Source: an optimization exercise on an open RTL-to-GDS flow (aim: small area). Production flows keep margins and buffers that such runs may drop.
In this exercise RTL edits were held to simulation tests only and were not proved equivalent to the original.
No driver is modelled on the clock port, so clock power and skew are understated where the tree is cut down; a real chip needs a root buffer or a tree.
Power figures rest on the tool's default switching activity, not on a simulated workload.

## P
## qd_core
module qd_core (
    input  wire        clk,
    input  wire        rst,             
    input  wire        req_valid,
    output wire        req_ready,
    input  wire [31:0] req_value,
    input  wire [31:0] req_cursor,
    input  wire [31:0] req_capacity,
    output wire        wr_valid,
    output wire [31:0] wr_addr,
    output wire [15:0] wr_data,
    output wire [1:0]  wr_be,
    output wire        rsp_valid,
    output wire [31:0] rsp_cursor,
    output wire [3:0]  rsp_len,
    output wire        rsp_status
);
    localparam [6:0] C_RSP  = 7'd69,
                     C_RST  = 7'd80;
    reg  [6:0]  cnt;
    reg  [38:0] r;        
    reg  [31:0] cur;      
    reg  [3:0]  len;      
    wire idle   = &cnt;
    wire dabble = (cnt[6:5] == 2'b00);
    wire rotate = ~cnt[6];
    wire accept = req_valid & idle & ~rst;
    wire fault  = (req_capacity < 32'd10);
    wire [4:0]  k = cnt[4:0];
    wire [8:0]  en_t = {k[4] & k[3] & k[2] & (k[1] | k[0]),   
                        k[4] & k[3] & (k[2] | k[1]),          
                        k[4] & (k[3] | (k[2] & k[1])),        
                        k[4] & (k[3] | k[2] | k[1]),          
                        k[4],                                 
                        k[4] | (k[3] & k[2]),                 
                        k[4] | k[3],                          
  ...
Size: about 420 cells after synthesis, ~190 I/O pins.
clock: 16.0 ns
lec_check: 0
cap_margin: 0
core_margin: 2
core_utilization: 80
slew_margin: 0
standard.sh (not shown) runs the stock make flow with config.mk's settings and CLKGATE_MAP_FILE= SYNTH_SCRIPT=/design/flow/synth_recipe.tcl, a recipe that flattens the netlist after the stock synthesis.
==> flow/flow/run.sh <==
#!/bin/bash
# The standard layout with two changes: the smallest buffer on each port, and
# a one-level clock tree (flow/mcts.tcl, run as ORFS's PRE_CTS hook) of
# $CLKBUF_K buffers driven by the clock port, in place of TritonCTS's tree.
# standard.sh's output goes to standard.log; ORFS's step logs to orfs/logs.
set -euo pipefail
export BUFFER_PORTS_ARGS="-buffer_cell sky130_fd_sc_hd__buf_1"
export CLKBUF=sky130_fd_sc_hd__clkbuf_16
export CLKBUF_K=3
export DOWNSIZE_MAX_FANOUT=6
export SKIP_REPAIR_TIE_FANOUT=1
export PRE_CTS_TCL="$(pwd)/flow/mcts.tcl"
bash standard.sh > standard.log 2>&1
==> flow/flow/mcts.tcl <==
# Clock buffering in place of TritonCTS: the clock port drives $K buffers of
# type $CLKBUF directly, each feeding one k-means cluster of the clock sinks.
set block [ord::get_db_block]

# Synthesis upsizes some logic cells; with a 16 ns clock, any cell that
# drives few pins can be its smallest size (detailed_placement after this
# hook legalizes the changed widths).
set db [ord::get_db]
set nsw 0
foreach inst [$block getInsts] {
  set name [[$inst getMaster] getName]
  if {![regexp {^(sky130_fd_sc_hd__[a-z0-9]+)_([0-9]+)$} $name -> base drv]} continue
  if {$drv < 2 || [string match "*buf*" $base] || [string match "*inv*" $base]} continue
  set fo -1
  foreach it [$inst getITerms] {
    if {[$it isOutputSignal] && [$it getNet] ne "NULL"} {
      set net [$it getNet]
      set fo [expr {[llength [$net getITerms]] + [llength [$net getBTerms]] - 1}]
    }
  }
  if {$fo < 0 || $fo > $::env(DOWNSIZE_MAX_FANOUT)} continue
  set best NULL
  foreach d {0 1} {
    set nm [$db findMaster ${base}_$d]
    if {$nm ne "NULL" && ($best eq "NULL" || [$nm getWidth] < [$best getWidth])} { set best $nm }
  }
  if {$best ne "NULL"} { $inst swapMaster $best; incr nsw }
}
puts "downsized $nsw cells"

set clknet [$block findNet clk]
set master [[ord::get_db] findMaster $::env(CLKBUF)]
set K $::env(CLKBUF_K)
set sinks {}
foreach it [$clknet getITerms] {
  set bb [[$it getInst] getBBox]
  lappend sinks [list $it [expr {([$bb xMin] + [$bb xMax]) / 2.0}] [expr {([$bb yMin] + [$bb yMax]) / 2.0}]]
}
set n [llength $sinks]
# k-means, seeded with sinks spread over the list sorted by x+y
set sorted [lsort -real -index 1 $sinks]
set cx {}; set cy {}
for {set k 0} {$k < $K} {incr k} {
  set s [lindex $sorted [expr {int(($k + 0.5) * $n / $K)}]]
  lappend cx [lindex $s 1]; lappend cy [lindex $s 2]
}
for {set iter 0} {$iter < 50} {incr iter} {
  set asg {}
  foreach s $sinks {
    set best 0; set bd 1e30
    for {set k 0} {$k < $K} {incr k} {
      set d [expr {abs([lindex $s 1] - [lindex $cx $k]) + abs([lindex $s 2] - [lindex $cy $k])}]
      if {$d < $bd} { set bd $d; set best $k }
    }
    lappend asg $best
  }
  set nx {}; set ny {}
  for {set k 0} {$k < $K} {incr k} {
    set sx 0; set sy 0; set c 0
    foreach s $sinks a $asg { if {$a == $k} { set sx [expr {$sx + [lindex $s 1]}]; set sy [expr {$sy + [lindex $s 2]}]; incr c } }
    if {$c > 0} { lappend nx [expr {$sx / $c}]; lappend ny [expr {$sy / $c}] } else { lappend nx [lindex $cx $k]; lappend ny [lindex $cy $k] }
  }
  set cx $nx; set cy $ny
}
for {set k 0} {$k < $K} {incr k} {
  set buf [odb::dbInst_create $block $master clkbuf_m$k]
  set net [odb::dbNet_create $block clknet_m$k]
  $net setSigType CLOCK
  set c 0
  foreach s $sinks a $asg {
    if {$a == $k} { set it [lindex $s 0]; $it disconnect; $it connect $net; incr c }
  }
  [$buf findITerm A] connect $clknet
  [$buf findITerm X] connect $net
  $buf setLocation [expr {int([lindex $cx $k])}] [expr {int([lindex $cy $k])}]
  $buf setPlacementStatus PLACED
  puts "manual clock buffer clkbuf_m$k: $::env(CLKBUF) driving $c sinks"
}

# the buffers above are the clock tree: make cts.tcl's call a no-op
proc clock_tree_synthesis {args} {
  puts "clock_tree_synthesis skipped: clock buffered by flow/mcts.tcl"
}
Relative to P, the following input files were edited for Q:
diff --git a/flow/flow/run.sh b/flow/flow/run.sh
--- a/flow/flow/run.sh
+++ b/flow/flow/run.sh
@@ -7,5 +7,5 @@
 export BUFFER_PORTS_ARGS="-buffer_cell sky130_fd_sc_hd__buf_1"
 export CLKBUF=sky130_fd_sc_hd__clkbuf_16
-export CLKBUF_K=3
+export CLKBUF_K=4
 export DOWNSIZE_MAX_FANOUT=6
 export SKIP_REPAIR_TIE_FANOUT=1
diff --git a/flow/config.mk b/flow/config.mk
--- a/flow/config.mk
+++ b/flow/config.mk
@@ -8,4 +8,4 @@
 export CAP_MARGIN = 0
 export CORE_MARGIN = 2
-export CORE_UTILIZATION = 80
+export CORE_UTILIZATION = 65
 export SLEW_MARGIN = 0
--- outcome ---
- Q vs. P: delay contributed by the slowest stage of the critical path stayed essentially flat; maximum operating frequency rose by 0.0047 GHz; cell area rose by 0.75%.
- Q leaves more setup margin than P.
- Compared with P, Q shows a worst slack on hold paths that is 7.4 ps lower.
- Q vs. P: register share of the cell area -0.27 points, post-detailed-placement cell area level.
- NOTE wire length on met1 P->Q decreased by a few percent
- Taking P as the reference, in Q clock share of power higher; first-pass GRT wire length decreased 13%.
In every run of this note, the design's own scripts or RTL, not TritonCTS, make the clock network.

## re-timing with driven ports
Ports are ideal in the flow. The routed layouts listed here were re-timed in OpenROAD. Step 1 assumes that a clkbuf_16 drives the clock port and a buf_2 every other input. Step 2 moves the port delays by t, midway between the first and last clock arrival at a register: inputs arrive t later, outputs are due t later. That takes back most of the time a late clock gives input paths. Slacks: no drivers / after step 1 / after step 2; pairs: no drivers / after step 1.
run	t, ns	slack for setup (ns)	worst setup path at the end	worst register clock-pin slew, ns	cell pins on the clock port's net
P	0.218	8.185 / 8.185 / 8.185	register to register	0.11 / 0.11	3
Q	0.217	8.460 / 8.460 / 8.460	register to register	0.10 / 0.10	4
After both steps every run listed still meets setup and hold.
